Source: an optimization exercise on an open RTL-to-GDS flow (aim: small area, a short achievable clock period and few clock cycles per item). Production flows keep margins and buffers that such runs may drop.
RTL that was checked went through simulation tests only; none was proved equivalent to the original.
Only the layout flow was run in runs 4 to 6; the RTL was not checked for function there.
Power and IR drop assume default switching activity.

<file path="flow/design.v">
`default_nettype none
module hmvf_tx (
    input  wire        clk,
    input  wire        rst,
    input  wire        cmd_valid,
    output wire        cmd_ready,
    input  wire [3:0]  cmd_op,
    input  wire [63:0] cmd_value,
    output wire        out_valid,
    input  wire        out_ready,
    output wire [7:0]  out_data,
    output wire        out_last
);
    localparam OP_VI   = 4'd0;
    localparam OP_VL   = 4'd1;
    localparam OP_U8   = 4'd2;
    localparam OP_BOOL = 4'd3;
    reg        a_valid;
    reg        a_last;      
    reg        a_var;       
    reg        a_vi;        
    reg        a_b16;       
    reg        a_b32;       
    reg        a_b64;       
    reg [2:0]  a_rem;       
    reg [63:0] a;
    reg        o_valid, o_last;
    reg [7:0]  o_data;
    reg        s_valid, s_last;
    reg [7:0]  s_data;
    wire push = a_valid && !s_valid;
    assign cmd_ready = !a_valid || (a_last && !s_valid);
    wire [7:0] a_byte = a_var ? {!a_last, a[6:0]} :
                        a_b16 ? a[15:8] :
                        a_b32 ? a[31:24] :
                        a_b64 ? a[63:56] : a[7:0];
    wire [63:0] a_shr = {7'd0, a[63:39], a_vi ? 7'd0 : a[38:32], a[31:7]};
    wire        shr_last = (a[31:14] == 18'd0) && (a_vi || a[63:32] == 32'd0);
    wire in_vi   = (cmd_op == OP_VI);
    wire in_var  = (cmd_op[3:1] == 3'd0);
    wire in_bool = (cmd_op == OP_BOOL);
    wire in_b16  = (cmd_op[3:1] == 3'd2);
    wire in_b32  = (cmd_op[3:1] == 3'd3);
    wire in_b64  = cmd_op[3];
    wire in_vlast = (cmd_value[31:7] == 25'd0) && (in_vi || cmd_value[63:32] == 32'd0);
    wire o_free = !o_valid || out_ready;
    always @(posedge clk) begin
        if (rst) begin
            a_valid <= 1'b0;
            o_valid <= 1'b0;
            s_valid <= 1'b0;
        end else begin
            if (s_valid) begin
                if (out_ready) begin
                    o_data  <= s_data;
                    o_last  <= s_last;
                    s_valid <= 1'b0;
                end
            end else if (push) begin
                if (o_free) begin
                    o_valid <= 1'b1;
                    o_data  <= a_byte;
                    o_last  <= a_last;
                end else begin
                    s_valid <= 1'b1;
                    s_data  <= a_byte;
                    s_last  <= a_last;
                end
            end else if (out_ready) begin
                o_valid <= 1'b0;
            end
            if (cmd_ready) begin
                a_valid <= cmd_valid;
                a_var   <= in_var;
                a_vi    <= in_vi;
                a_b16   <= in_b16;
                a_b32   <= in_b32;
                a_b64   <= in_b64;
                a_last  <= in_var ? in_vlast : !(in_b16 || in_b32 || in_b64);
                a_rem   <= {in_b64, in_b64 || in_b32, in_b64 || in_b32 || in_b16};
                a       <= {cmd_value[63:8], cmd_value[7:1] & {7{!in_bool}}, cmd_value[0]};
            end else if (push) begin
                if (a_var) begin
                    a      <= a_shr;
                    a_last <= shr_last;
                end else begin
                    a      <= {a[55:0], 8'd0};
                    a_rem  <= a_rem - 3'd1;
                    a_last <= (a_rem == 3'd1);
                end
            end
        end
    end
    assign out_valid = o_valid;
    assign out_data  = o_data;
    assign out_last  = o_last;
endmodule
`default_nettype wire
`default_nettype none
module hmvf_rx (
    input  wire        clk,
    input  wire        rst,
    input  wire        cmd_valid,
    output wire        cmd_ready,
    input  wire [3:0]  cmd_op,
    input  wire        in_valid,
    output wire        in_ready,
    input  wire [7:0]  in_data,
    output wire        done,
    output wire [63:0] value,
    output wire        ovf,
    output wire [3:0]  cblen,
    output wire [79:0] cb
);
    localparam OP_VI   = 4'd0;
    localparam OP_VL   = 4'd1;
    localparam OP_U8   = 4'd2;
    localparam OP_BOOL = 4'd3;
    localparam OP_I16  = 4'd4;
    localparam OP_U16  = 4'd5;
    localparam OP_I32  = 4'd6;
    localparam OP_U32  = 4'd7;
    localparam OP_I64  = 4'd8;
    localparam OP_U64  = 4'd9;
    reg        cur_v, pend_v;
    reg [3:0]  cur_op, pend_op;
    reg [3:0]  gi;          
    reg        done_r;
    reg        ovf_r;
    reg        res_vi;      
    reg [3:0]  cblen_r;
    reg [63:0] v;
    reg [5:0]  x;           
    wire acc   = cmd_valid && !pend_v;
    wire take  = cur_v && in_valid;
    wire first = (gi == 4'd0);
    wire c_vi   = (cur_op == OP_VI);
    wire c_vl   = (cur_op == OP_VL);
    wire c_var  = (cur_op[3:1] == 3'd0);
    wire c_bool = (cur_op == OP_BOOL);
    wire c_sext = (cur_op == OP_I16) || (cur_op == OP_I32);
    reg [3:0] last_gi;
    always @(*) begin
        case (cur_op)
            OP_VI:          last_gi = 4'd4;
            OP_VL:          last_gi = 4'd9;
            OP_I16, OP_U16: last_gi = 4'd1;
            OP_I32, OP_U32: last_gi = 4'd3;
            OP_I64, OP_U64: last_gi = 4'd7;
            default:        last_gi = 4'd0;
        endcase
    end
    wire at_end = (gi == last_gi);
    wire fin    = take && (at_end || (c_var && !in_data[7]));
    assign cmd_ready = !pend_v;
    assign in_ready  = cur_v;
    wire [7:0] be_in = c_bool ? {7'd0, in_data[0]} : in_data;
    reg [63:0] v_nxt;
    integer k;
    always @(*) begin
        if (c_var) begin
            if (first)
                v_nxt = {57'd0, in_data[6:0]};
            else begin
                v_nxt = v;
                for (k = 1; k < 9; k = k + 1)
                    if (gi == k) v_nxt[7*k +: 7] = in_data[6:0];
                if (gi == 4'd9) v_nxt[63] = in_data[0];
            end
        end else begin
            if (first)
                v_nxt = {{56{c_sext && in_data[7]}}, be_in};
            else
                v_nxt = {v[55:0], in_data};
        end
    end
    always @(posedge clk) begin
        if (rst) begin
            cur_v  <= 1'b0;
            pend_v <= 1'b0;
            gi     <= 4'd0;
            done_r <= 1'b0;
        end else begin
            done_r <= fin;
            if (!cur_v || fin) begin
                cur_v  <= pend_v || acc;
                cur_op <= pend_v ? pend_op : cmd_op;
            end
            pend_v <= cur_v && !fin && (pend_v || acc);
            if (acc)
                pend_op <= cmd_op;
            if (take)
                gi <= fin ? 4'd0 : gi + 4'd1;
        end
        if (take) begin
            v <= v_nxt;
            if (first)
                x <= 6'd0;
            else if (gi == 4'd9)
                x <= in_data[6:1];
        end
        if (fin) begin
            cblen_r <= gi + 4'd1;
            ovf_r   <= c_var && in_data[7];
            res_vi  <= c_vi;
        end
    end
    assign done  = done_r;
    assign ovf   = ovf_r;
    assign cblen = cblen_r;
    assign value = {res_vi ? {32{v[31]}} : v[63:32], v[31:0]};
    wire [9:0] cont;
    assign cont[0] = (cblen_r > 4'd1);
    assign cont[1] = (cblen_r > 4'd2);
    assign cont[2] = (cblen_r > 4'd3);
    assign cont[3] = (cblen_r > 4'd4);
    assign cont[4] = (cblen_r > 4'd5) || ovf_r;
    assign cont[5] = (cblen_r > 4'd6);
    assign cont[6] = (cblen_r > 4'd7);
    assign cont[7] = (cblen_r > 4'd8);
    assign cont[8] = (cblen_r > 4'd9);
    assign cont[9] = ovf_r && cblen_r[3];
    genvar g;
    generate
        for (g = 0; g < 9; g = g + 1) begin : g_cb
            assign cb[8*g +: 8] = {cont[g], v[7*g +: 7]};
        end
    endgenerate
    assign cb[79:72] = {cont[9], x, v[63]};
endmodule
`default_nettype wire
`default_nettype none
module hmvf_codec (
    input  wire        clk,
    input  wire        rst,
    input  wire        tx_cmd_valid,
    output wire        tx_cmd_ready,
    input  wire [3:0]  tx_cmd_op,
    input  wire [63:0] tx_cmd_value,
    output wire        tx_out_valid,
    input  wire        tx_out_ready,
    output wire [7:0]  tx_out_data,
    output wire        tx_out_last,
    input  wire        rx_cmd_valid,
    output wire        rx_cmd_ready,
    input  wire [3:0]  rx_cmd_op,
    input  wire        rx_in_valid,
    output wire        rx_in_ready,
    input  wire [7:0]  rx_in_data,
    output wire        rx_done,
    output wire [63:0] rx_value,
    output wire        rx_ovf,
    output wire [3:0]  rx_cblen,
    output wire [79:0] rx_cb
);
    hmvf_tx u_tx (
        .clk       (clk),
        .rst       (rst),
        .cmd_valid (tx_cmd_valid),
        .cmd_ready (tx_cmd_ready),
        .cmd_op    (tx_cmd_op),
        .cmd_value (tx_cmd_value),
        .out_valid (tx_out_valid),
        .out_ready (tx_out_ready),
        .out_data  (tx_out_data),
        .out_last  (tx_out_last)
    );
    hmvf_rx u_rx (
        .clk       (clk),
        .rst       (rst),
        .cmd_valid (rx_cmd_valid),
        .cmd_ready (rx_cmd_ready),
        .cmd_op    (rx_cmd_op),
        .in_valid  (rx_in_valid),
        .in_ready  (rx_in_ready),
        .in_data   (rx_in_data),
        .done      (rx_done),
        .value     (rx_value),
        .ovf       (rx_ovf),
        .cblen     (rx_cblen),
        .cb        (rx_cb)
    );
endmodule
`default_nettype wire
</file>
<file path="flow/run.sh">
#!/bin/bash
# synth_recipe.tcl (not shown) runs the flow's synth.tcl, then flattens the netlist and writes it again
# the make line also repeats each setting of config.mk as NAME=value (left out here)
make -C /OpenROAD-flow-scripts/flow DESIGN_CONFIG=/design/flow/config.mk WORK_HOME=/design/flow/orfs CLKGATE_MAP_FILE= SYNTH_SCRIPT=/design/flow/synth_recipe.tcl finish
</file>
<file path="flow/config.mk">
export PLATFORM = sky130hd
export DESIGN_NAME = hmvf_codec
export DESIGN_NICKNAME = hmvf_codec
export VERILOG_FILES = /design/flow/design.v
export SDC_FILE = /design/flow/constraint.sdc
export NUM_CORES = 4
export LEC_CHECK = 0
export CAP_MARGIN = 20
export CORE_MARGIN = 2
export CORE_UTILIZATION = 40
export SLEW_MARGIN = 20
</file>
<file path="flow/constraint.sdc">
create_clock -name core_clock -period 4.0 [get_ports {clk}]
set_input_delay 0.8000 -clock core_clock [delete_from_list [all_inputs] [get_ports {clk}]]
set_output_delay 0.8000 -clock core_clock [all_outputs]
set_load 0.01 [all_outputs]
</file>
==> flow_summary.json, run 1 <==
{
  "outcome": "complete, no violations",
  "dp_cells": 1392,
  "place_congestion": 0.8364,
  "dp_hpwl_um": 20920,
  "die-area_um2": 25790,
  "path_cells": "nand2_1 -> o21ai_0 -> clkdlybuf4s50_1",
  "synth-edff-count": 175,
  "vias": 7641,
  "ys_types": 53,
  "rsz0062_at_grt": "no",
  "grt_pass1_vias": 7111,
  "pin_count": 249,
  "syn2layout_area_growth_pct": 30.98,
  "insertedDiodeCount": 0,
  "power_density_nw_per_um2": 386.9,
  "critical_path_class": "register to output port",
  "drt_iter0_markers": 725,
  "cts_htree_levels": 4,
  "insertion_delay_ps": 440,
  "drv_slew": 0,
  "grt_pass1_wl_um": 43030,
  "cts_resized": 0,
  "wl_per_cell_um": 19.98,
  "fin_crit_ps": 3595,
  "worstPathRequired_ps": 3200,
  "wirelength_um": 28460,
  "hold_viol_final": 0,
  "dieWidth_um": 160.6,
  "start_util_pct": 40.56,
  "syn_avg_cell_area_um2": 10.85,
  "crit_family": "flip-flops",
  "cts_setup_buffers": 0,
  "nets": 1179,
  "start_kind": "register",
  "r2r_start": "u_tx.s_valid",
  "cts_tree": "done",
  "cts_buffers": 17,
  "cap_violations": 0,
  "via_per_inst": 5.366,
  "min_path_type": "register to register",
  "cts_buffer_depth": 2,
  "cts_root_buf": "clkbuf_16",
  "crit_path_end_kind": "output port",
  "ctsHoldBuffers": 0,
  "reg2reg_depth": 7,
  "antenna_found_initial": 0,
  "core_area_um2": 24180,
  "ys_seq_area_share_pct": 56.44,
  "worst_slack_ps": 404.7,
  "synth-seq-cells": 189,
  "ys.flop_type": "edfxtp_1",
  "yosys_warnings": 2,
  "grt_overflow": 0,
  "max_freq_mhz": 278.1,
  "drive_gt1_share_pct": 7.455,
  "syn_nets": 996,
  "holdCritStartpoint": "u_tx.s_last",
  "cp_slowest_cell": "edfxtp_1",
  "cts_sinks": 189,
  "synth_area_um2": 9807,
  "worstMarginPinSlew_ps": 905.0,
  "critPathBufInv": 1,
  "hold_ws_ps": 535.0,
  "min_to": "u_tx.o_last",
  "die_y_um": 160.6,
  "fin_worst_skew_ps": 10.54,
  "pre_cts_ws_ps": 911.3,
  "port_buffers": 248,
  "grt_max_degree": 97,
  "row_count": 57,
  "grt_usage_pct": 21.84,
  "leakage_nw": 4.656,
  "cpPeakStageDelay_ps": 860,
  "cp.arrival_ps": 2800,
  "stdcell_count": 1424,
  "rr_endpoint": "u_tx.a_last",
  "vdd_ir_drop_max_v": 0.0003410,
  "drc": 0,
  "worstHoldPathCells": 2,
  "num-fill-cells": 2165,
  "fin_tns_setup_ps": 0,
  "period_share_pct": 89.88,
  "ff2ff_setup_slack_ps": 1370,
  "async_flop_share_pct": 0,
  "drt_first_pass_iters": 7,
  "ant_nets": 0,
  "clk_transition_reported_paths_ps": 80,
  "slew_headroom_pct": 39.38,
  "critPathMaxFanout": 33,
  "setup_viol": 0,
  "syn_inst": 904
}
==> per-layer routing <==
metal	wire, µm	up-vias	global-route usage (%)
met5	0	-	0
met1	12740	3668	32.24
met2	13040	313	33.29
met3	2089	31	3.228
li1	-	3629	-
met4	591	0	6.757
==> stage by stage <==
stage | power [mW] | area, µm² | utilization (%)
2_1_floorplan | 2.887 | 9811 | -
3_3_place_gp | 3.291 | 12250 | 50.66
3_5_place_dp | 3.300 | 12250 | 50.66
4_1_cts | 4.998 | 12840 | 53.13
5_1_grt | 5.160 | 12840 | 53.13
6_report | 4.969 | 12840 | 53.13
==> layout by cell type, fill, tap and decap left out, types with 5 or more instances in the layout <==
cell and instances:
clkdlybuf4s50_1 248, nand3_1 6, dfxtp_1 14, mux2i_1 55, nor4_1 27, edfxtp_1 175, o21a_1 8, o21ai_1 51
o221ai_1 7, a21oi_1 73, nand4_1 7, nor2b_1 6, nand2_1 96, a32o_1 7, nand2b_1 7, buf_4 8
inv_1 48, mux2_2 25, nor2_1 22, inv_6 5, ha_1 6, and2_1 15, nand3b_1 7, nor3_1 5
xnor2_1 8, o21ai_0 92, clkbuf_16 17
==> how the worst max path moves through the flow <==
stage | endpoint | startpoint | slack [ps] | depth (start not counted)
6_report | rx_value[51] | u_rx.res_vi | 400 | 3
5_1_grt | rx_value[46] | u_rx.res_vi | 160 | 3
3_5_place_dp | rx_value[51] | u_rx.res_vi | 910 | 3
2_1_floorplan | u_tx.a_rem[0] | rst | 420 | 3
3_3_place_gp | rx_value[48] | u_rx.res_vi | 1070 | 3
4_1_cts | rx_value[51] | u_rx.res_vi | 430 | 3
==> where the power goes <==
group	internal [mW]	switching (mW)	leakage [nW]
registers	2.32	0.142	1.79
logic	0.401	0.390	2.58
clock network	0.895	0.817	0.288
==> sequential cells by signal (all words and copies together) (netlist names), 3 cells and up <==
register,cells
u_rx.last_gi,4
u_tx.s_data,8
u_tx.a_rem,3
u_rx.v,64
u_rx.x,6
u_tx.o_data,8
u_rx.pend_op,4
u_rx.cur_op,4
u_rx.gi,4
u_rx.cblen_r,4
u_tx.a,64
==> final cells by class <==
| cell class | instances | area, µm² | area share [%] |
|---|---|---|---|
| Sequential cell | 189 | 5535 | 43.09 |
| Tap cell | 324 | 405.4 | 3.156 |
| Clock inverter | 15 | 171.4 | 1.335 |
| Timing Repair Buffer | 258 | 2582 | 20.11 |
| Inverter | 49 | 183.9 | 1.432 |
| Multi-Input combinational cell | 572 | 3541 | 27.57 |
| Clock buffer | 17 | 425.4 | 3.312 |
==> cells by family after synthesis <==
kind of cell | share of synthesized area (%)
adders and majority gates | 0.7655
DFF | 56.44
buffers and inverters | 7.681
muxes | 8.484
and+or+nand+nor | 11.29
AOI/OAI and AO/OA | 14.44
xor gates and xnor gates | 0.8931
==> tightest hold or removal path, stage by stage (launching register included) <==
cell	delay (ps)
edfxtp_1	330
nand2_1	50
nand2_1	50
==> cells in the mapped netlist, types with 8 or more instances <==
cell type	n	area [µm²]
edfxtp_1	175	5255
nand2_1	96	360.4
o21ai_0	92	460.4
a21oi_1	74	370.4
mux2i_1	55	550.5
o21ai_1	51	255.2
inv_1	48	180.2
buf_4	36	270.3
clkbuf_1	33	123.9
nor4_1	27	168.9
mux2_2	25	281.5
nor2_1	22	82.58
buf_2	16	80.08
and2_1	15	93.84
dfxtp_1	14	280.3
buf_6	8	90.09
o21a_1	8	60.06
xnor2_1	8	70.07
Testbench counts, summed over its fixed seeds: cycles 23,371, items 11,200.
==> run 2: changes to the inputs <==
--- a/flow/design.v
+++ b/flow/design.v
@@ -14,5 +14,4 @@
     localparam OP_VI   = 4'd0;
-    localparam OP_VL   = 4'd1;
-    localparam OP_U8   = 4'd2;
     localparam OP_BOOL = 4'd3;
+    reg        rdy;         
     reg        a_valid;
@@ -21,5 +20,2 @@
     reg        a_vi;        
-    reg        a_b16;       
-    reg        a_b32;       
-    reg        a_b64;       
     reg [2:0]  a_rem;       
@@ -31,16 +27,18 @@
     wire push = a_valid && !s_valid;
-    assign cmd_ready = !a_valid || (a_last && !s_valid);
-    wire [7:0] a_byte = a_var ? {!a_last, a[6:0]} :
-                        a_b16 ? a[15:8] :
-                        a_b32 ? a[31:24] :
-                        a_b64 ? a[63:56] : a[7:0];
-    wire [63:0] a_shr = {7'd0, a[63:39], a_vi ? 7'd0 : a[38:32], a[31:7]};
+    wire [7:0] be_byte = a[8*a_rem +: 8];
+    wire [7:0] a_byte  = a_var ? {!a_last, a[6:0]} : be_byte;
+    wire [63:0] a_shr    = {7'd0, a[63:39], a_vi ? 7'd0 : a[38:32], a[31:7]};
     wire        shr_last = (a[31:14] == 18'd0) && (a_vi || a[63:32] == 32'd0);
-    wire in_vi   = (cmd_op == OP_VI);
-    wire in_var  = (cmd_op[3:1] == 3'd0);
-    wire in_bool = (cmd_op == OP_BOOL);
-    wire in_b16  = (cmd_op[3:1] == 3'd2);
-    wire in_b32  = (cmd_op[3:1] == 3'd3);
-    wire in_b64  = cmd_op[3];
+    wire in_vi    = (cmd_op == OP_VI);
+    wire in_var   = (cmd_op[3:1] == 3'd0);
+    wire in_bool  = (cmd_op == OP_BOOL);
+    wire in_b16   = (cmd_op[3:1] == 3'd2);
+    wire in_b32   = (cmd_op[3:1] == 3'd3);
+    wire in_b64   = cmd_op[3];
     wire in_vlast = (cmd_value[31:7] == 25'd0) && (in_vi || cmd_value[63:32] == 32'd0);
+    wire in_last  = in_var ? in_vlast : !(in_b16 || in_b32 || in_b64);
+    wire s_valid_n = !out_ready && (s_valid || (a_valid && o_valid));
+    wire a_last_n  = rdy ? in_last : (!push ? a_last : a_var ? shr_last : (a_rem == 3'd1));
+    wire a_valid_n = rdy ? cmd_valid : a_valid;
+    wire rdy_n     = !a_valid_n || (a_last_n && !s_valid_n);
     wire o_free = !o_valid || out_ready;
@@ -48,2 +46,3 @@
         if (rst) begin
+            rdy     <= 1'b1;
             a_valid <= 1'b0;
@@ -52,43 +51,38 @@
         end else begin
-            if (s_valid) begin
-                if (out_ready) begin
-                    o_data  <= s_data;
-                    o_last  <= s_last;
-                    s_valid <= 1'b0;
-                end
-            end else if (push) begin
-                if (o_free) begin
-                    o_valid <= 1'b1;
-                    o_data  <= a_byte;
-                    o_last  <= a_last;
-                end else begin
-                    s_valid <= 1'b1;
-                    s_data  <= a_byte;
-                    s_last  <= a_last;
-                end
-            end else if (out_ready) begin
+            rdy     <= rdy_n;
+            a_valid <= a_valid_n;
+            s_valid <= s_valid_n;
+            if (s_valid || push)
+                o_valid <= 1'b1;
+            else if (out_ready)
                 o_valid <= 1'b0;
-            end
-            if (cmd_ready) begin
-                a_valid <= cmd_valid;
-                a_var   <= in_var;
-                a_vi    <= in_vi;
-                a_b16   <= in_b16;
-                a_b32   <= in_b32;
-                a_b64   <= in_b64;
-                a_last  <= in_var ? in_vlast : !(in_b16 || in_b32 || in_b64);
-                a_rem   <= {in_b64, in_b64 || in_b32, in_b64 || in_b32 || in_b16};
-                a       <= {cmd_value[63:8], cmd_value[7:1] & {7{!in_bool}}, cmd_value[0]};
-            end else if (push) begin
-                if (a_var) begin
-                    a      <= a_shr;
-                    a_last <= shr_last;
-                end else begin
-                    a      <= {a[55:0], 8'd0};
-                    a_rem  <= a_rem - 3'd1;
-                    a_last <= (a_rem == 3'd1);
-                end
-            end
-        end
-    end
+        end
+        if (s_valid) begin
+            if (out_ready) begin
+                o_data <= s_data;
+                o_last <= s_last;
+            end
+        end else if (push) begin
+            if (o_free) begin
+                o_data <= a_byte;
+                o_last <= a_last;
+            end else begin
+                s_data <= a_byte;
+                s_last <= a_last;
+            end
+        end
+        a_last <= a_last_n;
+        if (rdy) begin
+            a_var <= in_var;
+            a_vi  <= in_vi;
+            a_rem <= {in_b64, in_b64 || in_b32, in_b64 || in_b32 || in_b16};
+            a     <= {cmd_value[63:8], cmd_value[7:1] & {7{!in_bool}}, cmd_value[0]};
+        end else if (push) begin
+            if (a_var)
+                a <= a_shr;
+            else
+                a_rem <= a_rem - 3'd1;
+        end
+    end
+    assign cmd_ready = rdy;
     assign out_valid = o_valid;
==> flow/flow/run.sh (new file) <==
#!/bin/bash
# Standard ORFS layout, with the I/O port buffers made from the smallest
# buffer cell (timing repair upsizes the ones on critical paths).
set -euo pipefail
export BUFFER_PORTS_ARGS="-buffer_cell sky130_fd_sc_hd__buf_1"
bash standard.sh > standard.log 2>&1
==> flow/standard.sh (new file) <==
#!/bin/bash
# synth_recipe.tcl (not shown) runs the flow's synth.tcl, then flattens the netlist and writes it again
# the make line also repeats each setting of config.mk as NAME=value (left out here)
make -C /OpenROAD-flow-scripts/flow DESIGN_CONFIG=/design/flow/config.mk WORK_HOME=/design/flow/orfs CLKGATE_MAP_FILE= SYNTH_SCRIPT=/design/flow/synth_recipe.tcl "${@:-finish}"
--- a/flow/config.mk
+++ b/flow/config.mk
@@ -10,2 +10,3 @@
 export CORE_UTILIZATION = 40
+export SETUP_SLACK_MARGIN = 2.0
 export SLEW_MARGIN = 20
removed: flow/run.sh
==> run 2 against run 1 <==
Effect of this change: still clean on timing, DRC and antenna; synthesized cell count decreased by 14%; clock power shrank 4%; sequential power grew 2%; largest cell class unchanged; largest power group unchanged; highest routed layer is now met5.
==> flow_summary.json, run 2 <==
{
  "outcome": "complete, no violations",
  "async_flop_share_pct": 0,
  "postLayoutCoreUtil_pct": 49.10,
  "syn2layout_area_growth_pct": 21.44,
  "switchingPower_mw": 1.437,
  "row_count": 56,
  "ys.flop_type": "edfxtp_1",
  "power_density_nw_per_um2": 440.6,
  "wl_per_cell_um": 18.57,
  "drc": 0,
  "hold_ws_ps": 549.3,
  "setup_viol": 0,
  "ant_nets": 0,
  "ys_seq_area_share_pct": 58.00,
  "drive_gt1_share_pct": 19.74,
  "synth-edff-count": 171,
  "drt_first_pass_iters": 5,
  "dieWidth_um": 157.3,
  "layout_commonest_cell": "buf_1",
  "p_int_mw": 3.596,
  "place_congestion": 0.8347,
  "pin_count": 249,
  "cts_buffer_depth": 2,
  "cp.arrival_ps": 1440,
  "via_per_inst": 5.211,
  "stdcell_count": 1330,
  "cap_violations": 0,
  "cts_htree_levels": 4,
  "worstMarginPinSlew_ps": 797.5,
  "yosysMostFrequentCell": "edfxtp_1",
  "yosys_warnings": 2,
  "wirelength_um": 24690,
  "die_y_um": 157.3,
  "clk_transition_reported_paths_ps": 70,
  "grt_overflow": 0,
  "power_frac_seq_pct": 50.1,
  "vdd_ir_drop_max_v": 0.0003155,
  "nets": 1087,
  "fin_crit_ps": 2243,
  "fin_tns_setup_ps": 0,
  "synthSimpleGateAreaFrac_pct": 9.126,
  "synth_top_family_by_area": "multiplexers",
  "ctsHoldBuffers": 0,
  "cts_buffers": 17,
  "grt_max_degree": 65,
  "fin_worst_skew_ps": 14.75,
  "reg.largest.list": "u_rx.v x64, u_tx.a x64",
  "synth_top_area_cell": "edfxtp_1",
  "path_cells": "or2_4 -> a21o_1 -> buf_1",
  "start_util_pct": 40.43,
  "rsz0062_at_grt": "yes",
  "netlist_top_cells_count": "edfxtp_1 (171), a21oi_1 (76), o21ai_0 (60)",
  "port_buffers": 248,
  "synth-seq-cells": 187,
  "leakage_nw": 4.059,
  "crit_path_end_kind": "output port",
  "grt_pass1_wl_um": 36450,
  "critPathMaxFanout": 7,
  "max_freq_mhz": 445.8,
  "cts_root_buf": "clkbuf_16",
  "grt_usage_pct": 19.34,
  "final_cell_mix": "buf_1 (221), edfxtp_1 (171), a21oi_1 (68), o21ai_0 (54)",
  "synth_area_um2": 9405,
  "synth.top_cells.by_area": "edfxtp_1 (55%), mux2_2 (6.5%), a21oi_1 (4.0%), dfxtp_1 (3.4%), o21ai_0 (3.2%)",
  "dp_hpwl_um": 17180,
  "core_area_um2": 23260,
  "syn_avg_cell_area_um2": 12.04,
  "comb_power_share_pct": 17.1,
  "met2_usage_pct": 32.04,
  "cts_sinks": 187,
  "ys_types": 55,
  "grt_pass1_vias": 6444,
  "critical_path_class": "register to output port",
  "swShare_pct": 28.56,
  "dp_cells": 1277,
  "insertion_delay_ps": 430,
  "die-area_um2": 24760,
  "synth.area.mux_share_pct": 12.29,
  "worstPathRequired_ps": 3200,
  "synth_fa_ha_area_share_pct": 0.7982,
  "synth-compound-area-share_pct": 12.23,
  "hold_viol_final": 0,
  "period_share_pct": 56.08,
  "drt_iter0_markers": 486,
  "cp_slowest_cell": "edfxtp_1",
  "synth_xor_area_share_pct": 0.9312,
  "grt-busiest-layer": "met2",
  "drv_slew": 0,
  "p_clk_share_pct": 32.8,
  "syn_nets": 873,
  "syn_inst": 781,
  "slew_headroom_pct": 46.58,
  "start_kind": "register",
  "vias": 6930,
  "synth_top_area_share_pct": 54.60,
  "min_path_type": "register to register",
  "cts_tree": "done",
  "crit_family": "flip-flops",
  "cpPeakStageDelay_ps": 480,
  "antenna_found_initial": 4,
  "use_met3_pct": 4.213,
  "gr-usage-met1_pct": 25.43,
  "critPathBufInv": 1
}
-- run 2: changes by cell type in the layout (fill, tap and decap cells not counted), moves of 15 or more --
cell / change
nand2_1: -59
mux2_2: +27
clkdlybuf4s50_1: -248
buf_1: +221
buf_6: +15
mux4_2: +16
mux2i_1: -41
o21ai_0: -38
-- run 2: worst paths after layout --
path / to / startpoint / depth (start not counted) / slack [ps]
max reg2reg: u_tx.o_data[7] / u_tx.a_rem[0] / 5 / 1990
min: u_tx.o_data[5] / u_tx.s_data[5] / 1 / 550
min reg2reg: u_tx.o_data[5] / u_tx.s_data[5] / 1 / 550
max: rx_cb[15] / u_rx.cblen_r[2] / 3 / 1760
-- run 2: cell type report --
type                    instances  area [µm²]
fillers                      2142       11840
clock buffers                  18       429.2
repair buffers                272        1339
well taps                     319       399.1
inverters                      43       162.7
multi-input cells             474        3470
diodes                          3       7.507
clock inverters                14       153.9
flip-flops and latches        187        5461
-- run 2: metrics by stage --
step / power (mW) / setup WS, ps / cell area, µm²
4_1_cts: 5.027 / 1714 / 11220
3_5_place_dp: 3.332 / 1474 / 10350
2_1_floorplan: 3.065 / 2009 / 9418
6_report: 5.033 / 1757 / 11420
5_1_grt: 5.244 / 1695 / 11420
3_3_place_gp: 3.319 / 1470 / 10350
-- run 2: kinds of logic (layout without fill, tap and decap cells) --
family          after synthesis  count (layout)
buf+inv                     121             347
simple gates                163             164
fa+ha+maj                     6               6
other cells                   0               3
xor+xnor                     10              10
mux                          86              86
compound gates              208             208
flops                       187             187
-- run 2: per-layer routing --
layer	wire, µm	share of wire, %
met3	1494	6.1
met2	12050	49
met1	10690	43
met4	445	1.8
met5	13	0.053
-- run 2: power groups by stage --
stage / sequential [mW] / combinational, mW / clock (mW)
2_1_floorplan: 2.51 / 0.551 / 0
3_3_place_gp: 2.58 / 0.744 / 0
3_5_place_dp: 2.58 / 0.753 / 0
4_1_cts: 2.52 / 0.831 / 1.68
5_1_grt: 2.54 / 0.942 / 1.76
6_report: 2.52 / 0.860 / 1.65
-- run 2: repair_timing --
item,in CTS,in global routing
gates resized for setup,49,54
endpoints found under the setup margin,219,171
setup buffers,8,5
cloned,3,2
pin swaps,6,5
-- run 2: worst register-to-register path: cells and delay by family (launching register included) --
family / cells / cell delay [ps]
AO/OA/AOI/OAI: 2 / 320
flip-flops: 1 / 400
multiplexers: 2 / 860
buffers and inverters: 1 / 170
Testbench counts of run 2, summed over its fixed seeds: cycles 23,371, items 11,200.
==> run 3: changes to the inputs <==
--- a/flow/config.mk
+++ b/flow/config.mk
@@ -7,2 +7,3 @@
 export LEC_CHECK = 0
+export ABC_CLOCK_PERIOD_IN_PS = 1700
 export CAP_MARGIN = 20
@@ -10,3 +11,3 @@
 export CORE_UTILIZATION = 40
-export SETUP_SLACK_MARGIN = 2.0
+export SETUP_SLACK_MARGIN = 2.3
 export SLEW_MARGIN = 20
==> run 3 against run 2 <==
Effect of this change: hold slack better by 2.2 ps; clock skew is 1.4 ps lower; critical path depth is 2 higher; sequential share of layout area is 7.0 points lower; power is 6.5% higher; highest routed layer unchanged; fmax is 2.2% lower.
==> flow_summary.json, run 3 <==
{
  "ys_types": 55,
  "start_kind": "register",
  "dieWidth_um": 157.3,
  "r2r_start": "u_tx.a_rem[0]",
  "clk_transition_reported_paths_ps": 70,
  "power_density_nw_per_um2": 399.3,
  "pre_cts_ws_ps": 933.3,
  "leakage_nw": 5.199,
  "outcome": "complete, no violations",
  "worst_slack_ps": 1707,
  "crit_path_end_kind": "output port",
  "ys_seq_area_share_pct": 58.00,
  "grt_overflow": 0,
  "cp-startpoint": "u_rx.res_vi",
  "vdd_ir_drop_max_v": 0.0003136,
  "ant_nets": 0,
  "critPathMaxFanout": 8,
  "start_util_pct": 40.43,
  "syn_inst": 781,
  "antenna_found_initial": 2,
  "cap_violations": 0,
  "yosys_warnings": 2,
  "drive_gt1_share_pct": 49.10,
  "grt_max_degree": 63,
  "core_area_um2": 23260,
  "die_y_um": 157.3,
  "crit_cells": 5,
  "synth_top_area_cell": "edfxtp_1",
  "place_congestion": 0.8172,
  "synth_top_family_by_area": "multiplexers",
  "final_cell_mix": "edfxtp_1 (171), clkbuf_2 (104), buf_1 (95), o21ai_2 (74), buf_4 (71)",
  "layout_commonest_cell": "edfxtp_1",
  "cts_sinks": 187,
  "yosysMostFrequentCell": "edfxtp_1",
  "synth-seq-cells": 187,
  "cp.arrival_ps": 1490,
  "syn_nets": 873,
  "syn2layout_area_growth_pct": 42.69,
  "async_flop_share_pct": 0,
  "synth_xor_area_share_pct": 0.9312,
  "critPathBufInv": 3,
  "worstPathRequired_ps": 3200,
  "nets": 1187,
  "highest_layer": "met5",
  "wirelength_um": 28880,
  "rsz0062_at_grt": "yes",
  "worstMarginPinSlew_ps": 662.1,
  "insertion_delay_ps": 440,
  "final_cell_area_um2": 13420,
  "synth-compound-area-share_pct": 12.23,
  "fin_worst_skew_ps": 13.35,
  "synth_top_area_share_pct": 54.60,
  "via_per_inst": 5.438,
  "cts_tree": "done",
  "row_count": 56,
  "crit_path_end": "rx_value[55]",
  "synth.area.mux_share_pct": 12.29,
  "ys.flop_type": "edfxtp_1",
  "grt_pass1_wl_um": 39830,
  "crit_family": "buffers and inverters",
  "rr_endpoint": "u_tx.o_data[7]",
  "cp_slowest_cell": "edfxtp_1",
  "hold_viol_final": 0,
  "max_freq_mhz": 436.0,
  "drt-met1-wl_um": 11850,
  "min_path_type": "register to register",
  "critical_path_class": "register to output port",
  "slew_headroom_pct": 55.86,
  "netlist_top_cells_count": "edfxtp_1 (171), a21oi_1 (76), o21ai_0 (60)",
  "dp_hpwl_um": 17090,
  "synth_area_um2": 9405,
  "cts_htree_levels": 4,
  "cpPeakStageDelay_ps": 420,
  "fin_tns_setup_ps": 0,
  "dr_wl_met3_um": 1953,
  "reg.largest.list": "u_rx.v x64, u_tx.a x64",
  "grt_usage_pct": 21.38,
  "cts_buffers": 17,
  "pin_count": 249,
  "stdcell_count": 1428,
  "grt_pass1_vias": 6986,
  "synth_fa_ha_area_share_pct": 0.7982,
  "cts_buffer_depth": 2,
  "drt_first_pass_iters": 5,
  "wl_per_cell_um": 20.22,
  "synth-edff-count": 171,
  "vias": 7765,
  "cts_root_buf": "clkbuf_16",
  "synth.top_cells.by_area": "edfxtp_1 (55%), mux2_2 (6.5%), a21oi_1 (4.0%), dfxtp_1 (3.4%), o21ai_0 (3.2%)",
  "syn_avg_cell_area_um2": 12.04,
  "synthSimpleGateAreaFrac_pct": 9.126,
  "drc": 0,
  "drt_iter0_markers": 802,
  "ctsHoldBuffers": 0,
  "drv_slew": 0,
  "port_buffers": 248,
  "fin_crit_ps": 2293,
  "met2_length_um": 14610,
  "reg2reg_depth": 6,
  "place_area_um2": 10460,
  "dp_cells": 1275,
  "power_mw": 5.359,
  "path_cells": "buf_6 -> buf_12 -> nand2_8 -> o21ai_1 -> buf_2",
  "setup_viol": 0,
  "period_share_pct": 57.34,
  "die-area_um2": 24760,
  "ff2ff_setup_slack_ps": 1920
}
-- run 3: cell counts after synthesis --
Identical to the previous run, type by type.
-- run 3: power by group --
part	switching [mW]	total, mW	internal [mW]
sequential	0.157	2.52	2.36
combinational	0.601	1.17	0.566
clock	0.833	1.67	0.839
-- run 3: how the worst min path moves through the flow --
stage | from | to | cells after the start
2_1_floorplan | u_tx.a_last | u_tx.s_last | 0
3_3_place_gp | u_tx.s_last | u_tx.o_last | 1
3_5_place_dp | u_tx.s_last | u_tx.o_last | 1
4_1_cts | u_rx.gi[1] | u_rx.gi[1] | 2
5_1_grt | u_tx.s_data[1] | u_tx.o_data[1] | 1
6_report | u_rx.gi[1] | u_rx.gi[1] | 2
-- run 3: timing repair --
| item | CTS | global route |
|---|---|---|
| buffers inserted | 66 | 37 |
| cloned | 13 | 4 |
| endpoints found under the setup margin | 409 | 406 |
| pin swaps | 17 | 31 |
| gates resized for setup | 160 | 255 |
| endpoints found under the hold margin | 0 | 0 |
-- run 3: worst register-to-register path, delay by kind of cell, from the launching register on --
| family | cells | cell delay, ps |
|---|---|---|
| multiplexers | 2 | 790 |
| buffers and inverters | 1 | 160 |
| AO/OA/AOI/OAI | 2 | 300 |
| flip-flops | 1 | 450 |
| AND/OR/NAND/NOR | 1 | 140 |
-- run 3: kinds of logic after synthesis --
logic type	Yosys count
AO/OA/AOI/OAI	208
flip-flops	187
AND/OR/NAND/NOR	163
buffers and inverters	121
multiplexers	86
XOR/XNOR	10
adder cells (fa/ha/maj)	6
-- run 3: layout make-up --
cell class,count,area [µm²]
Multi-Input combinational cell,479,4214
Clock inverter,14,148.9
Timing Repair Buffer,367,2572
Inverter,43,173.9
Fill cell,1902,9842
Tap cell,319,399.1
Antenna cell,1,2.502
Clock buffer,18,429.2
Sequential cell,187,5480
-- run 3: stage by stage --
stage	hold slack (ps)	util, %
after floorplan	470.9	-
after global placement	530.2	44.95
after detailed placement	530.5	44.95
after CTS	527.4	52.97
after global routing	566.7	57.69
final	551.5	57.69
-- run 3: layer usage --
layer | vias up | global-route usage, %
li1 | 3525 | -
met1 | 3851 | 28.15
met2 | 352 | 35.52
met3 | 35 | 4.928
met4 | 2 | 5.931
met5 | - | 0
==> run 4: changes to the inputs <==
--- a/flow/design.v
+++ b/flow/design.v
@@ -119,2 +119,3 @@
     reg        cur_v, pend_v;
+    reg        rdy;         
     reg [3:0]  cur_op, pend_op;
@@ -123,3 +124,2 @@
     reg        ovf_r;
-    reg        res_vi;      
     reg [3:0]  cblen_r;
@@ -127,3 +127,6 @@
     reg [5:0]  x;           
-    wire acc   = cmd_valid && !pend_v;
+    reg [2:0]  x4;          
+    reg [9:0]  cont;        
+    reg        neg;         
+    wire acc   = cmd_valid && rdy;
     wire take  = cur_v && in_valid;
@@ -148,3 +151,3 @@
     wire fin    = take && (at_end || (c_var && !in_data[7]));
-    assign cmd_ready = !pend_v;
+    assign cmd_ready = rdy;
     assign in_ready  = cur_v;
@@ -162,2 +165,3 @@
                 if (gi == 4'd9) v_nxt[63] = in_data[0];
+                if (c_vi) v_nxt[34:32] = 3'd0;
             end
@@ -174,2 +178,3 @@
             pend_v <= 1'b0;
+            rdy    <= 1'b1;
             gi     <= 4'd0;
@@ -183,2 +188,3 @@
             pend_v <= cur_v && !fin && (pend_v || acc);
+            rdy    <= !(cur_v && !fin && (pend_v || acc));
             if (acc)
@@ -190,6 +196,13 @@
             v <= v_nxt;
-            if (first)
-                x <= 6'd0;
-            else if (gi == 4'd9)
-                x <= in_data[6:1];
+            if (first) begin
+                x    <= 6'd0;
+                x4   <= 3'd0;
+                cont <= {9'd0, in_data[7]};
+            end else begin
+                if (gi == 4'd9)
+                    x <= in_data[6:1];
+                if (gi == 4'd4)
+                    x4 <= in_data[6:4] & {3{c_vi}};
+                cont[gi] <= in_data[7];
+            end
         end
@@ -198,3 +211,3 @@
             ovf_r   <= c_var && in_data[7];
-            res_vi  <= c_vi;
+            neg     <= c_vi && (gi == 4'd4) && in_data[3];
         end
@@ -204,14 +217,3 @@
     assign cblen = cblen_r;
-    assign value = {res_vi ? {32{v[31]}} : v[63:32], v[31:0]};
-    wire [9:0] cont;
-    assign cont[0] = (cblen_r > 4'd1);
-    assign cont[1] = (cblen_r > 4'd2);
-    assign cont[2] = (cblen_r > 4'd3);
-    assign cont[3] = (cblen_r > 4'd4);
-    assign cont[4] = (cblen_r > 4'd5) || ovf_r;
-    assign cont[5] = (cblen_r > 4'd6);
-    assign cont[6] = (cblen_r > 4'd7);
-    assign cont[7] = (cblen_r > 4'd8);
-    assign cont[8] = (cblen_r > 4'd9);
-    assign cont[9] = ovf_r && cblen_r[3];
+    assign value = {v[63:32] | {32{neg}}, v[31:0]};
     genvar g;
@@ -219,3 +221,6 @@
         for (g = 0; g < 9; g = g + 1) begin : g_cb
-            assign cb[8*g +: 8] = {cont[g], v[7*g +: 7]};
+            if (g == 4)
+                assign {cb[39], cb[35:32]} = {cont[4], v[31:28]};
+            else
+                assign cb[8*g +: 8] = {cont[g], v[7*g +: 7]};
         end
@@ -223,2 +228,3 @@
     assign cb[79:72] = {cont[9], x, v[63]};
+    assign cb[38:36] = v[34:32] | x4;
 endmodule
--- a/flow/config.mk
+++ b/flow/config.mk
@@ -7,3 +7,2 @@
 export LEC_CHECK = 0
-export ABC_CLOCK_PERIOD_IN_PS = 1700
 export CAP_MARGIN = 20
@@ -11,3 +10,3 @@
 export CORE_UTILIZATION = 40
-export SETUP_SLACK_MARGIN = 2.3
+export SETUP_SLACK_MARGIN = 2.2
 export SLEW_MARGIN = 20
==> run 4 against run 3 <==
Effect of this change: final cell count rose by 3.1%; utilization fell by 6.3 points; global-route usage fell by 1.1 points; sequential power rose by 6%; combinational power fell by 6%; fmax fell by 2.4%; still clean on timing, DRC and antenna; die area rose by 12%; wire length rose by 1.9%; register-to-register slack improved by 80 ps; setup slack got worse by 58 ps.
==> flow_summary.json, run 4 <==
{
  "start_util_pct": 40.61,
  "antenna_found_initial": 1,
  "multiInputGateArea_um2": 4049,
  "vdd_ir_drop_max_v": 0.0002854,
  "slew_headroom_pct": 43.08,
  "ys.flop_type": "edfxtp_1",
  "grt_overflow": 0,
  "reg.largest.list": "u_rx.v x64, u_tx.a x64, u_rx.cont x10",
  "power_density_nw_per_um2": 439.7,
  "fin_crit_ps": 2351,
  "grt_usage_pct": 20.28,
  "die-area_um2": 27620,
  "cp-startpoint": "u_rx.neg",
  "stdcell_count": 1472,
  "drive_gt1_share_pct": 33.71,
  "drt_first_pass_iters": 5,
  "ff_latch_area_um2": 5894,
  "critical_path_class": "register to output port",
  "cts_tree": "done",
  "dieWidth_um": 166.2,
  "dp_cells": 1333,
  "ys_types": 54,
  "grt_pass1_wl_um": 44120,
  "nets": 1216,
  "synth.top_cells.by_area": "edfxtp_1 (53%), buf_4 (6.8%), mux2_2 (5.9%), a21oi_1 (3.9%), dfxtp_1 (3.2%)",
  "rr_endpoint": "u_tx.o_data[2]",
  "drt_iter0_markers": 674,
  "leakage_nw": 4.843,
  "die_y_um": 166.2,
  "min_to": "u_rx.pend_op[1]",
  "core_area_um2": 25910,
  "num-fill-cells": 2298,
  "cts_sinks": 201,
  "vias": 7842,
  "insertion_delay_ps": 500,
  "min_path_type": "primary input to register",
  "wirelength_um": 29440,
  "syn_inst": 889,
  "yosys_warnings": 2,
  "wl_per_cell_um": 20.00,
  "cap_violations": 0,
  "outcome": "complete, no violations",
  "setup_viol": 0,
  "ant_nets": 0,
  "via_per_inst": 5.327,
  "drv_slew": 0,
  "critPathMaxFanout": 14,
  "synth_top_area_share_pct": 52.51,
  "port_buffers": 248,
  "ys_seq_area_share_pct": 55.74,
  "clk_transition_reported_paths_ps": 60,
  "yosysMostFrequentCell": "edfxtp_1",
  "ctsHoldBuffers": 0,
  "worstHoldPathCells": 1,
  "place_congestion": 0.8243,
  "syn_nets": 984,
  "r2r_start": "u_tx.a_rem[0]",
  "reg2reg_depth": 6,
  "drc": 0,
  "syn_avg_cell_area_um2": 11.84,
  "period_share_pct": 58.78,
  "start_kind": "register",
  "fin_tns_setup_ps": 0,
  "row_count": 59,
  "holdCritStartpoint": "rx_cmd_op[1]",
  "fin_worst_skew_ps": 12.74,
  "final_cell_mix": "edfxtp_1 (184), buf_1 (177), buf_4 (77), a21oi_1 (65), o21ai_0 (57)",
  "worstMarginPinSlew_ps": 849.8,
  "synth-edff-count": 184,
  "grt_max_degree": 65,
  "cts_root_buf": "clkbuf_16",
  "netlist_top_cells_count": "edfxtp_1 (184), buf_4 (96), a21oi_1 (82)",
  "pin_count": 249,
  "max_freq_mhz": 425.4,
  "synth_top_area_cell": "edfxtp_1",
  "ff2ff_setup_slack_ps": 2000,
  "syn2layout_area_growth_pct": 26.58,
  "cts_buffers": 23,
  "grt_pass1_vias": 7517,
  "cts_buffer_depth": 3,
  "hold_viol_final": 0,
  "rsz0062_at_grt": "yes",
  "worstPathRequired_ps": 3200,
  "synth-seq-cells": 201,
  "crit_path_end_kind": "output port",
  "cp.arrival_ps": 1550,
  "async_flop_share_pct": 0,
  "dp_hpwl_um": 19170,
  "cts_htree_levels": 1,
  "layout_commonest_cell": "edfxtp_1",
  "synth_area_um2": 10520
}
-- run 4: what timing repair did --
item                       CTS  global route
setup endpoints to repair  424           377
resized for setup           91            96
cloned                       5             3
pin swaps                   14            20
buffers inserted            55            35
-- run 4: cell type report --
cell class                      count  area share, %
Tap cell                          335          3.147
Antenna cell                        1        0.01879
Multi-Input combinational cell    529          30.40
Sequential cell                   201          44.26
Timing Repair Buffer              354          16.32
Clock inverter                     12         0.9676
Clock buffer                       28          4.462
Inverter                           12         0.4321
-- run 4: per-layer routing --
| layer | global-route usage [%] | share of wire, % | up-vias |
|---|---|---|---|
| met2 | 33.12 | 48 | 334 |
| li1 | - | - | 3661 |
| met5 | 0 | 0 | - |
| met3 | 4.147 | 7.5 | 32 |
| met1 | 28.21 | 43 | 3815 |
| met4 | 4.083 | 1.4 | 0 |
-- run 4: critical path: stages, from the launching register on --
cell and delay, ps:
edfxtp_1 440, buf_6 180, or2_2 290, buf_1 130
-- run 4: how the worst max path moves through the flow --
stage                       to  depth (start not counted)  slack, ps
2_1_floorplan  u_rx.last_gi[0]                          7       2050
3_3_place_gp        u_rx.v[12]                          6       1440
3_5_place_dp        u_rx.v[50]                          6       1380
4_1_cts           rx_value[38]                          3       1650
5_1_grt           rx_value[53]                          3       1570
6_report          rx_value[41]                          3       1650
-- run 4: metrics by stage --
step	util, %	instance area (µm²)	hold WS (ps)	total power [mW]	setup slack (ps)
detailed placement	43.03	11150	459.5	3.560	1377
global route	51.39	13320	504.7	6.073	1571
global placement	43.03	11150	454.6	3.544	1436
finish	51.40	13320	502.2	5.857	1649
floorplan	-	10730	465.1	3.336	2052
CTS	49.25	12760	483.1	5.787	1647
-- run 4: cells by family after synthesis --
family	Yosys count	synth area share (%)
XOR/XNOR	10	0.8324
AO/OA/AOI/OAI	189	10.02
flip-flops	201	55.74
AND/OR/NAND/NOR	235	11.94
adder cells (fa/ha/maj)	9	1.070
multiplexers	86	10.82
buffers and inverters	159	9.572
-- run 4: report_power, final --
group | switching [mW] | internal, mW
Sequential | 0.145 | 2.54
Clock | 0.832 | 1.24
Combinational | 0.560 | 0.540
Total | 1.54 | 4.32
==> run 5: changes to the inputs <==
--- a/flow/config.mk
+++ b/flow/config.mk
@@ -9,3 +9,3 @@
 export CORE_MARGIN = 2
-export CORE_UTILIZATION = 40
+export CORE_UTILIZATION = 60
 export SETUP_SLACK_MARGIN = 2.2
==> run 5 against run 4 <==
Effect of this change: still clean on timing, DRC and antenna; setup slack gained 4.4 ps; via count grew 5.0%; first-iteration DRC count is 14% lower; critical endpoint is now rx_value[55]; highest routed layer unchanged.
==> flow_summary.json, run 5 <==
{
  "max_freq_mhz": 426.2,
  "fin_crit_ps": 2347,
  "grt_max_degree": 65,
  "wirelength_um": 29230,
  "cts_buffer_depth": 3,
  "synth_area_um2": 10520,
  "vdd_ir_drop_max_v": 0.0003523,
  "final_cell_mix": "edfxtp_1 (184), buf_1 (132), clkbuf_2 (103), buf_4 (91), a21oi_1 (69)",
  "insertion_delay_ps": 500,
  "worst_slack_ps": 1653,
  "cts_tree": "done",
  "highest_layer": "met4",
  "row_count": 48,
  "worstMarginPinSlew_ps": 757.5,
  "setup_viol": 0,
  "syn_nets": 984,
  "num-fill-cells": 1110,
  "fin_tns_setup_ps": 0,
  "pin_count": 249,
  "critical_path_class": "register to output port",
  "ys.flop_type": "edfxtp_1",
  "drt-met1-wl_um": 10510,
  "pre_cts_ws_ps": 1187,
  "dr_wl_met3_um": 2074,
  "ys_types": 54,
  "vias": 8234,
  "swShare_pct": 26.20,
  "reg.largest.list": "u_rx.v x64, u_tx.a x64, u_rx.cont x10",
  "port_buffers": 248,
  "cts_root_buf": "clkbuf_16",
  "start_kind": "register",
  "holdCritStartpoint": "rx_cmd_op[1]",
  "power_density_nw_per_um2": 436.7,
  "insertedDiodeCount": 0,
  "slew_headroom_pct": 49.31,
  "comb_power_share_pct": 19.4,
  "cap_violations": 0,
  "hold_viol_final": 0,
  "worstPathRequired_ps": 3200,
  "yosysMostFrequentCell": "edfxtp_1",
  "synth_top_area_cell": "edfxtp_1",
  "nets": 1232,
  "dp_hpwl_um": 18420,
  "stdcell_count": 1376,
  "wl_per_cell_um": 21.24,
  "core_area_um2": 17240,
  "cp.arrival_ps": 1550,
  "drive_gt1_share_pct": 39.36,
  "synth-edff-count": 184,
  "cts_sinks": 201,
  "p_clk_share_pct": 34.8,
  "via_per_inst": 5.984,
  "fin_worst_skew_ps": 9.682,
  "synth-seq-cells": 201,
  "die_y_um": 136.4,
  "power_frac_seq_pct": 45.7,
  "die-area_um2": 18610,
  "ys_seq_area_share_pct": 55.74,
  "grt_pass1_vias": 7822,
  "synth_top_area_share_pct": 52.51,
  "cts_buffers": 22,
  "grt_pass1_wl_um": 41840,
  "clk_transition_reported_paths_ps": 60,
  "layout_commonest_cell": "edfxtp_1",
  "drt_iter0_markers": 581,
  "cp-startpoint": "u_rx.neg",
  "start_util_pct": 61.05,
  "crit_path_end_kind": "output port",
  "rsz0062_at_grt": "yes",
  "netlist_top_cells_count": "edfxtp_1 (184), buf_4 (96), a21oi_1 (82)",
  "met2_length_um": 15490,
  "synth.top_cells.by_area": "edfxtp_1 (53%), buf_4 (6.8%), mux2_2 (5.9%), a21oi_1 (3.9%), dfxtp_1 (3.2%)",
  "syn_avg_cell_area_um2": 11.84,
  "dieWidth_um": 136.4,
  "p_int_mw": 4.337,
  "place_congestion": 0.8619,
  "min_path_type": "primary input to register",
  "r2r_start": "u_tx.a_rem[0]",
  "yosys_warnings": 2,
  "drv_slew": 0,
  "ant_nets": 0,
  "drc": 0,
  "outcome": "complete, no violations",
  "async_flop_share_pct": 0,
  "switchingPower_mw": 1.540,
  "power_mw": 5.877,
  "cts_htree_levels": 1,
  "leakage_nw": 5.115,
  "syn_inst": 889,
  "grt_overflow": 0,
  "drt_first_pass_iters": 5,
  "antenna_found_initial": 0,
  "dp_cells": 1222,
  "syn2layout_area_growth_pct": 27.88,
  "period_share_pct": 58.66,
  "grt_usage_pct": 29.35,
  "critPathMaxFanout": 16
}
run 5: cell counts after synthesis:
Identical to the previous run, type by type.
run 5: final cells by class:
| cell class | instances | area (µm²) | share of cell area [%] |
|---|---|---|---|
| clock buffer | 29 | 598.1 | 4.444 |
| clock inverter | 9 | 121.4 | 0.9019 |
| inverter | 12 | 51.30 | 0.3812 |
| multi-input combinational | 531 | 4169 | 30.98 |
| sequential | 201 | 5892 | 43.78 |
| tap | 225 | 281.5 | 2.092 |
| timing repair buffer | 369 | 2344 | 17.42 |
run 5: worst max-delay path, cell delays in order, from the launching register on:
cell,delay (ps)
edfxtp_1,420
buf_6,180
or2_2,320
buf_1,140
run 5: final timing paths:
| kind | to | cells past startpoint | slack, ps |
|---|---|---|---|
| worst max register to register | u_tx.o_data[1] | 6 | 1950 |
| worst max-delay path | rx_value[55] | 3 | 1650 |
| worst min-delay path | u_rx.pend_op[1] | 1 | 520 |
| worst min register to register | u_tx.o_data[4] | 1 | 550 |
run 5: power by group through the flow:
stage | registers [mW] | clock network [mW] | logic [mW]
2_1_floorplan | 2.67 | 0 | 0.668
3_3_place_gp | 2.76 | 0 | 0.772
3_5_place_dp | 2.77 | 0 | 0.792
4_1_cts | 2.69 | 2.06 | 1.01
5_1_grt | 2.70 | 2.13 | 1.22
6_report | 2.69 | 2.05 | 1.14
run 5: through the flow:
| step | hold slack, ps | area, µm² | utilization (%) |
|---|---|---|---|
| floorplan | 465.1 | 10730 | - |
| global placement | 469.6 | 11000 | 63.84 |
| detailed placement | 479.6 | 11000 | 63.84 |
| CTS | 506.8 | 12700 | 73.69 |
| global route | 519.5 | 13460 | 78.07 |
| finish | 517.8 | 13460 | 78.07 |
run 5: metal layers:
metal  vias to the layer above  GRT usage (%)
met1                      3975          35.49
met4                         0          12.85
met5                         -              0
met2                       490          52.65
li1                       3683              -
met3                        86          3.691
run 5: kinds of logic after synthesis:
| logic type | Yosys count | synth area share [%] |
|---|---|---|
| simple gates | 235 | 11.94 |
| flops | 201 | 55.74 |
| compound gates | 189 | 10.02 |
| fa+ha+maj | 9 | 1.070 |
| buf+inv | 159 | 9.572 |
| xor+xnor | 10 | 0.8324 |
| mux | 86 | 10.82 |
run 5: timing repair:
item,in CTS,in global routing
hold buffers,0,0
setup buffers,64,42
endpoints found under the setup margin,417,367
resized for setup,89,161
gates cloned,7,3
pin swaps,21,23
==> run 6: changes to the inputs <==
--- a/flow/design.v
+++ b/flow/design.v
@@ -126,6 +126,4 @@
     reg [63:0] v;
-    reg [5:0]  x;           
-    reg [2:0]  x4;          
+    reg [37:0] ch;          
     reg [9:0]  cont;        
-    reg        neg;         
     wire acc   = cmd_valid && rdy;
@@ -134,3 +132,2 @@
     wire c_vi   = (cur_op == OP_VI);
-    wire c_vl   = (cur_op == OP_VL);
     wire c_var  = (cur_op[3:1] == 3'd0);
@@ -151,2 +148,3 @@
     wire fin    = take && (at_end || (c_var && !in_data[7]));
+    wire pend_n = cur_v && !fin && (pend_v || acc);
     assign cmd_ready = rdy;
@@ -165,3 +163,3 @@
                 if (gi == 4'd9) v_nxt[63] = in_data[0];
-                if (c_vi) v_nxt[34:32] = 3'd0;
+                if (c_vi && gi == 4'd4) v_nxt[63:32] = {32{in_data[3]}};
             end
@@ -187,4 +185,4 @@
             end
-            pend_v <= cur_v && !fin && (pend_v || acc);
-            rdy    <= !(cur_v && !fin && (pend_v || acc));
+            pend_v <= pend_n;
+            rdy    <= !pend_n;
             if (acc)
@@ -197,10 +195,9 @@
             if (first) begin
-                x    <= 6'd0;
-                x4   <= 3'd0;
+                ch   <= 38'd0;
                 cont <= {9'd0, in_data[7]};
             end else begin
-                if (gi == 4'd9)
-                    x <= in_data[6:1];
                 if (gi == 4'd4)
-                    x4 <= in_data[6:4] & {3{c_vi}};
+                    ch[2:0] <= in_data[6:4];
+                for (k = 5; k < 10; k = k + 1)
+                    if (gi == k) ch[7*k-32 +: 7] <= in_data[6:0];
                 cont[gi] <= in_data[7];
@@ -211,3 +208,2 @@
             ovf_r   <= c_var && in_data[7];
-            neg     <= c_vi && (gi == 4'd4) && in_data[3];
         end
@@ -217,14 +213,13 @@
     assign cblen = cblen_r;
-    assign value = {v[63:32] | {32{neg}}, v[31:0]};
+    assign value = v;
     genvar g;
     generate
-        for (g = 0; g < 9; g = g + 1) begin : g_cb
-            if (g == 4)
-                assign {cb[39], cb[35:32]} = {cont[4], v[31:28]};
-            else
-                assign cb[8*g +: 8] = {cont[g], v[7*g +: 7]};
+        for (g = 0; g < 4; g = g + 1) begin : g_cb
+            assign cb[8*g +: 8] = {cont[g], v[7*g +: 7]};
+        end
+        for (g = 5; g < 10; g = g + 1) begin : g_cbh
+            assign cb[8*g +: 8] = {cont[g], ch[7*g-32 +: 7]};
         end
     endgenerate
-    assign cb[79:72] = {cont[9], x, v[63]};
-    assign cb[38:36] = v[34:32] | x4;
+    assign cb[39:32] = {cont[4], ch[2:0], v[31:28]};
 endmodule
--- a/flow/config.mk
+++ b/flow/config.mk
@@ -9,3 +9,3 @@
 export CORE_MARGIN = 2
-export CORE_UTILIZATION = 60
+export CORE_UTILIZATION = 40
 export SETUP_SLACK_MARGIN = 2.2
==> run 6 against run 5 <==
Effect of this change: still clean on timing, DRC and antenna; wire length increased by 11%; register-to-register slack about the same; die area increased by 53%; clock power increased by 13%; combinational power increased by 17%; cell area increased by 15%; synthesized cell count decreased by 7.2%; critical endpoint is now u_rx.cont[3].
==> flow_summary.json, run 6 <==
{
  "outcome": "complete, no violations",
  "wirelength_um": 32310,
  "start_kind": "register",
  "crit_path_end_kind": "register",
  "synth.top_cells.by_area": "edfxtp_1 (59%), mux2_2 (5.7%), a21oi_1 (3.8%), o21ai_0 (3.4%), dfxtp_1 (3.1%)",
  "start_util_pct": 40.50,
  "dieWidth_um": 168.5,
  "setup_viol": 0,
  "vias": 8389,
  "synth-seq-cells": 229,
  "ys_seq_area_share_pct": 61.96,
  "grt_pass1_vias": 7819,
  "ys.flop_type": "edfxtp_1",
  "layout_commonest_cell": "edfxtp_1",
  "die-area_um2": 28390,
  "grt_usage_pct": 20.27,
  "max_freq_mhz": 488.1,
  "wl_per_cell_um": 20.88,
  "period_share_pct": 51.22,
  "worstMarginPinSlew_ps": 829.3,
  "die_y_um": 168.5,
  "vdd_ir_drop_max_v": 0.0002701,
  "drt_iter0_markers": 781,
  "fin_tns_setup_ps": 0,
  "fin_crit_ps": 2049,
  "grt_pass1_wl_um": 44680,
  "cts_buffer_depth": 3,
  "rsz0062_at_grt": "yes",
  "synth_top_area_share_pct": 58.81,
  "async_flop_share_pct": 0,
  "reg.largest.list": "u_rx.v x64, u_tx.a x64, u_rx.ch x38",
  "power_density_nw_per_um2": 433.4,
  "drt_first_pass_iters": 7,
  "min_path_type": "primary input to register",
  "port_buffers": 248,
  "leakage_nw": 5.833,
  "hold_ws_ps": 504.2,
  "worstPathRequired_ps": 4370,
  "syn_avg_cell_area_um2": 13.12,
  "power_mw": 6.701,
  "grt_max_degree": 65,
  "cts_buffers": 26,
  "critical_path_class": "register to register",
  "dp_hpwl_um": 19910,
  "drv_slew": 0,
  "cts_htree_levels": 1,
  "fin_worst_skew_ps": 11.10,
  "critPathMaxFanout": 6,
  "slew_headroom_pct": 44.45,
  "synth_top_area_cell": "edfxtp_1",
  "clk_transition_reported_paths_ps": 60,
  "via_per_inst": 5.423,
  "yosysMostFrequentCell": "edfxtp_1",
  "core_area_um2": 26730,
  "worst_slack_ps": 1951,
  "netlist_top_cells_count": "edfxtp_1 (212), a21oi_1 (83), o21ai_0 (74)",
  "syn2layout_area_growth_pct": 42.84,
  "syn_inst": 825,
  "grt_overflow": 0,
  "row_count": 60,
  "cts_tree": "done",
  "place_congestion": 0.8119,
  "syn_nets": 920,
  "synth_area_um2": 10820,
  "final_cell_mix": "edfxtp_1 (212), clkbuf_2 (118), buf_1 (110), buf_4 (107), mux2_2 (53)",
  "insertion_delay_ps": 530,
  "pre_cts_ws_ps": 1285,
  "drive_gt1_share_pct": 48.92,
  "nets": 1281,
  "cap_violations": 0,
  "synth-edff-count": 212,
  "yosys_warnings": 2,
  "ys_types": 57,
  "cp.arrival_ps": 2420,
  "antenna_found_initial": 2,
  "cts_sinks": 229,
  "drc": 0,
  "pin_count": 249,
  "cts_root_buf": "clkbuf_16",
  "ant_nets": 0,
  "postLayoutCoreUtil_pct": 57.85,
  "hold_viol_final": 0
}
[run 6: stage by stage]
step / cell area (µm²) / std cells
after floorplan: 11420 / 825
after global placement: 12160 / 1344
after detailed placement: 12170 / 1344
after CTS: 14120 / 1479
after global routing: 15460 / 1545
final: 15460 / 1547
[run 6: report_power, final]
group | total, mW | internal, mW | switching (mW)
Clock | 2.31 | 1.35 | 0.961
Combinational | 1.33 | 0.660 | 0.666
Sequential | 3.06 | 2.89 | 0.168
Total | 6.70 | 4.91 | 1.80
[run 6: layout make-up]
cell class	instances	area [µm²]
clock buffers	30	686.9
flip-flops and latches	229	6736
repair buffers	410	2934
inverters	15	70.07
multi-input cells	504	4467
diodes	2	5.005
well taps	341	426.7
fillers	2124	11260
clock inverters	16	135.1
[run 6: final timing paths]
kind,startpoint,end,slack [ps],cells past startpoint
max,u_rx.gi[0],u_rx.cont[3],1950,7
min,rx_cmd_op[3],u_rx.pend_op[3],500,1
max reg2reg,u_rx.gi[0],u_rx.cont[3],1950,7
min reg2reg,u_tx.s_data[4],u_tx.o_data[4],550,1
[run 6: logic make-up (layout without fill, tap and decap cells)]
family | Yosys count | after routing | synth area share, %
flip-flops | 229 | 229 | 61.96
AO/OA/AOI/OAI | 200 | 200 | 10.73
AND/OR/NAND/NOR | 195 | 197 | 9.143
buffers and inverters | 94 | 471 | 5.421
multiplexers | 88 | 88 | 10.90
XOR/XNOR | 10 | 10 | 0.8091
adder cells (fa/ha/maj) | 9 | 9 | 1.040
other | 0 | 2 | 0
[run 6: critical path, cell delays in order, from the launching register on]
cell and delay, ps:
dfxtp_4 360, clkinvlp_4 100, ha_4 200, or4_4 580
nand2_4 110, o21ai_4 80, or3_1 320, a21oi_1 140
[run 6: metal layers]
metal,up-vias,global-route usage [%],wire length (µm)
met1,4110,26.40,12960
met5,-,0,0
met3,61,3.858,2273
met4,0,5.172,735
li1,3851,-,-
met2,367,35.00,16340
[run 6: what timing repair did]
action                                  4_1_cts  5_1_grt
setup buffers                                83       53
endpoints found under the setup margin      504      450
gates cloned                                  6       13
hold buffers                                  0        0
pin swaps                                    17       41
gates resized for setup                      77      265

==> re-timing with driven ports <==
No port has a modelled driver above. Below, the same layouts with a new extraction and two added sets of constraints.
Step 1 (the two cells are an assumption about what drives the block):
set clk [get_ports {clk}]
set_driving_cell -lib_cell sky130_fd_sc_hd__clkbuf_16 $clk
set_driving_cell -lib_cell sky130_fd_sc_hd__buf_2 [delete_from_list [all_inputs] $clk]
Step 2 also shifts input and output timing later by t, the mid clock arrival at the registers, as if the neighbouring blocks saw the same clock.
Slacks: ideal ports / drivers / drivers and shift; pairs: ideal ports / drivers.
| run | t, ns | setup slack, ns | hold WS [ns] |
|---|---|---|---|
| run 1 | 0.478 | 0.405 / 0.357 / 0.835 | 0.535 / 0.535 / 0.535 |
| run 2 | 0.473 | 1.757 / 1.708 / 1.703 | 0.549 / 0.549 / 0.549 |
| run 3 | 0.481 | 1.707 / 1.660 / 1.752 | 0.552 / 0.552 / 0.552 |
| run 4 | 0.541 | 1.649 / 1.603 / 1.759 | 0.502 / 0.481 / 0.543 |
| run 5 | 0.533 | 1.653 / 1.611 / 1.679 | 0.518 / 0.504 / 0.550 |
| run 6 | 0.571 | 1.951 / 1.951 / 1.617 | 0.504 / 0.529 / 0.552 |
After both steps every run listed still meets setup and hold. For run 6, which loses most, drivers alone change the setup slack by 0.000 ns; drivers and shift together by -0.334 ns.
